This is an optimization exercise on Yosys and OpenROAD, whose aim is small area, a short achievable clock period and few clock cycles per item, not a production implementation. In this exercise RTL edits were held to simulation tests only and were not proved equivalent to the original.

==> 03-16 <==
## lpc_synth
module lpc_synth (
    input  wire        clk,
    input  wire        rst,
    input  wire        in_valid,
    output wire        in_ready,
    input  wire [15:0] in_data,
    output wire        out_valid,
    input  wire        out_ready,
    output wire [15:0] out_data,
    output wire [7:0]  out_sexp
);
export LEC_CHECK = 0
export ABC_AREA = 1
export CAP_MARGIN = 20
export CORE_MARGIN = 2
export CORE_UTILIZATION = 55
export PLACE_DENSITY = 0.72
export SLEW_MARGIN = 20
create_clock -name core_clock -period 12.0 [get_ports {clk}]
standard.sh (not shown) runs the stock make flow with config.mk's settings and CLKGATE_MAP_FILE= SYNTH_SCRIPT=/design/flow/synth_recipe.tcl, a recipe that flattens the netlist after the stock synthesis.
==> flow/flow/run.sh <==
#!/bin/bash
set -euo pipefail
bash standard.sh SETUP_SLACK_MARGIN=7.6 finish > standard.log 2>&1
==> 06-19: changes against 03-16 <==
--- a/flow/design.v
+++ b/flow/design.v
@@ -60,12 +60,12 @@
     reg  [20:0] yr;                 
     reg         vpk;
     reg  [4:0]  pbl;                
     reg         pkz;                
     reg  [3:0]  hbl;                
-    reg  [6:0]  d0r;                
-    reg  [6:0]  dlo, dhi;           
+    reg  [6:0]  sxt;                
+    reg  [6:0]  d0r;
     reg         q0v, q1v, q2v;
     reg  [20:0] q0, q1, q2;         
     assign out_valid = q0v;
     assign out_data  = q0[15:0];
     assign out_sexp  = {{3{q0[20]}}, q0[20:16]};
@@ -150,14 +150,14 @@
             end else begin : g_in7
                 assign sin = o_st[0];
             end
             wire [35:0] ms, mc;
             if (gi < 4) begin : g_mp
-                lpc_bmul u_mul (.clk(clk), .c(cf), .neg(bnegn), .one(bone), .two(btwo),
+                lpc_bmul u_mul (.clk(clk), .c(cf), .neg(bneg), .one(bone), .two(btwo),
                                 .s(ms), .cy(mc));
             end else begin : g_mn
-                lpc_bmul u_mul (.clk(clk), .c(cf), .neg(~bneg), .one(~bonen), .two(~btwon),
+                lpc_bmul u_mul (.clk(clk), .c(cf), .neg(~bnegn), .one(~bonen), .two(~btwon),
                                 .s(ms), .cy(mc));
             end
             lpc_stage u_stg (.clk(clk), .idn((gi == 0) ? ph : 1'b0), .sin(sin), .ms(ms), .mc(mc),
                              .sout(o_st[gi]));
             if (gi > 0) begin : g_d
@@ -174,23 +174,25 @@
     wire [35:0] e_b2  = o_st[1][77:42];
     wire [20:0] e_rlb = o_st[1][41:21];
     wire [20:0] e_rhb = o_st[1][20:0];
     wire [20:0] e_rl  = e_rlb - 21'h080000;         
     wire [20:0] e_rh  = e_rhb - 21'h080000;
+    wire        c12   = &e_b2[11:1];                 
     wire [23:0] bh2   = e_b2[35:12];
     wire [23:0] u24   = {{8{ureg[15]}}, ureg};
-    wire [23:0] cw_hi = bh2 + u24 + {23'd0, urnd};
-    wire [35:0] cw_n  = {cw_hi, e_b2[11:0]};
+    wire [47:0] cwc   = csa24(bh2, u24, {23'd0, c12});
+    wire [23:0] cw_hi = cwc[47:24] + {cwc[22:0], urnd};
+    wire [35:0] cw_n  = {cw_hi, e_b2[11:0] + 12'd2};
     wire [47:0] cl1   = csa24(bh2, u24, ~{3'd0, e_rlb});
     wire [47:0] cl2   = csa24(cl1[47:24], {cl1[22:0], urnd}, 24'h080001);
-    wire [23:0] cal_n = cl2[47:24] + {cl2[22:0], 1'b0};
+    wire [23:0] cal_n = cl2[47:24] + {cl2[22:0], c12};
     wire [47:0] ch1   = csa24(bh2, u24, ~{3'd0, e_rhb});
     wire [47:0] ch2   = csa24(ch1[47:24], {ch1[22:0], urnd}, 24'h080000);
-    wire [23:0] cbl_n = ch2[47:24] + {ch2[22:0], 1'b0};
-    wire [71:0] fw   = csa36(cw, ms0, mc0);
-    wire [71:0] fa   = csa36({cal, cw[11:0]}, ms0, mc0);
-    wire [71:0] fb   = csa36({cbl, cw[11:0]}, ms0, mc0);
+    wire [23:0] cbl_n = ch2[47:24] + {ch2[22:0], c12};
+    wire [71:0] fw   = csa36(cw, ~ms0, ~mc0);
+    wire [71:0] fa   = csa36({cal, cw[11:0]}, ~ms0, ~mc0);
+    wire [71:0] fb   = csa36({cbl, cw[11:0]}, ~ms0, ~mc0);
     wire [35:0] wsum = fw[71:36] + fw[35:0];
     wire [35:0] wla  = fa[71:36] + fa[35:0];
     wire [35:0] wlb  = fb[71:36] + fb[35:0];
     wire        f_lt = wla[35];                       
     wire        f_gt = !wlb[35];                      
@@ -207,14 +209,12 @@
             yrec[3*kr +: 3] = f_lt ? brec(srl, kr) : f_gt ? brec(srh, kr) :
                               q_ovf ? brec(q[23] ? 16'h8000 : 16'h7fff, kr) : brec(q[15:0], kr);
     end
     wire [19:0] yr_abs = yr[20] ? (20'd0 - yr[19:0]) : yr[19:0];
     wire signed [6:0] sexp7  = $signed({{2{sexp[4]}}, sexp});
-    wire signed [6:0] d_raw  = 7'sd14 - $signed({2'b00, pbl});
-    wire signed [6:0] d0_n   = pkz ? $signed(dhi) :
-                               (d_raw > $signed(dhi)) ? $signed(dhi) :
-                               (d_raw < $signed(dlo)) ? $signed(dlo) : d_raw;
+    wire signed [6:0] sx_c   = ($signed(sxt) > 7'sd10) ? 7'sd10 :
+                               ($signed(sxt) < -7'sd4) ? -7'sd4 : $signed(sxt);
     wire signed [6:0] hr     = 7'sd15 - $signed({3'b000, hbl});
     wire [14:0] hpat_z   = de_z1[14:0] ^ {15{de_z1[15]}};
     wire [14:0] hpat_y   = ycm[14:0] ^ {15{ycm[15]}};
     wire [31:0] ys  = {{16{ybc[15]}}, ybc};
     wire [63:0] p1a = csa32(32'd8198, ~(ys << 12), ~(ys << 10));    
@@ -369,11 +369,11 @@
                     t0_n   = 7'd0;
                 end
             end
             M_DELTA: begin
                 dstep_n = dstep + 3'd1;
-                if (dstep == 3'd2) begin
+                if (dstep == 3'd6) begin
                     dstep_n = 3'd0;
                     mode_n  = M_PRIME;
                     wcnt_n  = 4'd0;
                     rpass_n = 1'b1;
                     resc_n  = 1'b1;
@@ -450,17 +450,16 @@
         pcm_s <= pcms_n;
         pcm_b <= pcmb_n;
         q0 <= (!a0v) ? qin : a0;
         q1 <= (!a1v) ? qin : a1q;
         q2 <= (!a2v) ? qin : q2;
-        pbl <= bitlen20(pk | yr_abs);
-        pkz <= ((pk | yr_abs) == 20'd0);
+        pbl <= bitlen20(pk);
+        pkz <= (pk == 20'd0);
         hbl <= bitlen15(hm | hpat_z);
-        dlo <= -7'sd4 - sexp7;
-        dhi <= 7'sd10 - sexp7;
-        d0r <= d0_n;
-        if ((mode == M_DELTA) && (dstep == 3'd2))
+        sxt <= pkz ? 7'sd10 : sexp7 + 7'sd14 - $signed({2'b00, pbl});
+        d0r <= sx_c - sexp7;
+        if ((mode == M_DELTA) && (dstep == 3'd4))
             dlt <= ($signed(d0r) > hr) ? hr[4:0] : d0r[4:0];    
     end
     always @(posedge clk) begin
         if (rst) begin
             mode  <= M_COEF;
@@ -571,11 +570,11 @@
             if (prime_ld) begin
                 for (k = 0; k < 15; k = k + 1)
                     st[k] <= st[k+1];
                 st[15] <= st_new;
             end
-            if (prime_ld && resc && (wcnt == 4'd0)) begin
+            if ((mode == M_DELTA) && (dstep == 3'd5)) begin
                 sexp  <= sexp + dlt;
                 de_z1 <= shl16(de_z1, dlt);
             end
         end
     end
@@ -626,13 +625,14 @@
     output reg  [77:0] sout
 );
     wire [35:0] b   = sin[77:42];
     wire [20:0] rlb = sin[41:21];
     wire [20:0] rhb = sin[20:0];
-    wire [35:0] cs_s = b ^ ms ^ mc;
-    wire [35:0] cs_c = {(b[34:0] & ms[34:0]) | (b[34:0] & mc[34:0]) | (ms[34:0] & mc[34:0]), 1'b0};
-    wire [35:0] bn   = cs_s + cs_c;
+    wire [35:0] cs_s = b ^ ~ms ^ ~mc;
+    wire [35:0] cs_c = {(b[34:0] & ~ms[34:0]) | (b[34:0] & ~mc[34:0]) | (~ms[34:0] & ~mc[34:0]), 1'b1};
+    wire [36:0] bsum = {cs_s, 1'b1} + {cs_c, 1'b1};
+    wire [35:0] bn   = bsum[36:1];
     wire        zl  = (b[11:0] == 12'd0);
     wire [24:0] bh  = {b[35], b[35:12]};
     wire [24:0] rl25 = {4'd0, rlb};
     wire [24:0] rh25 = {4'd0, rhb};
     wire        l_lo = $signed(bh) < $signed(rl25);
==> flow/run.sh (new file) <==
#!/bin/bash
# synth_recipe.tcl (not shown) runs the flow's synth.tcl, then flattens the netlist and writes it again
# the make line also repeats each setting of config.mk as NAME=value (left out here)
make -C /OpenROAD-flow-scripts/flow DESIGN_CONFIG=/design/flow/config.mk WORK_HOME=/design/flow/orfs CLKGATE_MAP_FILE= SYNTH_SCRIPT=/design/flow/synth_recipe.tcl finish
==> flow/config.mk (replaced) <==
export PLATFORM = sky130hd
export DESIGN_NAME = lpc_synth
export DESIGN_NICKNAME = lpc_synth
export VERILOG_FILES = /design/flow/design.v
export SDC_FILE = /design/flow/constraint.sdc
export NUM_CORES = 8
export LEC_CHECK = 0
export CAP_MARGIN = 20
export CORE_MARGIN = 2
export CORE_UTILIZATION = 40
export PLACE_DENSITY = 0.6
export SLEW_MARGIN = 20
removed: flow/flow/run.sh
removed: flow/standard.sh
==> notes.md <==
item                                                                             03-16                     06-19
Status                                                no timing/DRC/antenna violations  no timing/DRC/antenna violations
Post-synthesis net count                                                         28220                     26110
Top achievable clock speed                                                  0.2226 GHz                0.1756 GHz
Signal buf overhead                                                           0.008379                  0.009569
Non-clock buffer count                                                             258                       306
Final #Nets                                                                      28010                     25860
Via/cell ratio                                                                   5.821                     5.329
Proportion of cell area occupied by multi-input gates                           0.4455                    0.4437
Fraction of layout cells with a size suffix above 1                            0.04722                   0.05802
Critical path's slowest cell                                 sky130_fd_sc_hd__edfxtp_1  sky130_fd_sc_hd__o41ai_2
Detailed-route wire length on metal 1                                        313400 um                 316800 um
Yosys top cell area share                                                       0.2475                    0.2474
Synthesized-area fraction occupied by and/or/nand/nor cells                    0.09662                   0.06895
Cell count after synthesis                                                       24720                     22540
Effective utilization at floorplan                                              0.5529                    0.4011
Standard-cell row count                                                            245                       288
Sequential cell area share                                                      0.4115                    0.4052
Post-Synthesis Cell Area                                                    0.2464 mm2                0.2466 mm2
All-Layer GR Usage                                                              0.3325                    0.2244
Wire length per cell after detailed routing                                   24.85 um                  23.24 um
Crit path required time                                                       12870 ps                  12720 ps
Non-Filler Instances                                                             30830                     30860
Testbench counts of 03-16, summed over its fixed seeds: cycles 21,564, frames 60.
Testbench counts of 06-19, summed over its fixed seeds: cycles 21,804, frames 60.

static timing again, ports no longer ideal:
Ports are ideal in the flow. The routed layouts listed here were re-timed in OpenROAD.
Step 1: set_driving_cell puts a clkbuf_16 on clk and a buf_2 on each other input, an assumption about the parent block.
Step 2 adds t to the input delays and takes it off the output delays; t is the mean of the earliest and latest rising clock arrival at the registers after step 1. Input paths then give back, and output paths get back, about the clock's delay inside the block.
a / b / c = ideal ports / drivers / drivers and shift; a / b = the first two.
run	shift t [ns]	setup WS [ns]	clock arrival spread, ns
03-16	1.134	7.508 / 7.508 / 6.838	0.122 / 0.122
06-19	1.175	6.304 / 6.304 / 6.304	0.153 / 0.153
After both steps every run listed still meets setup and hold. The setup slack of 03-16, which loses most, moves by 0.000 ns with the drivers and by -0.670 ns with both steps.
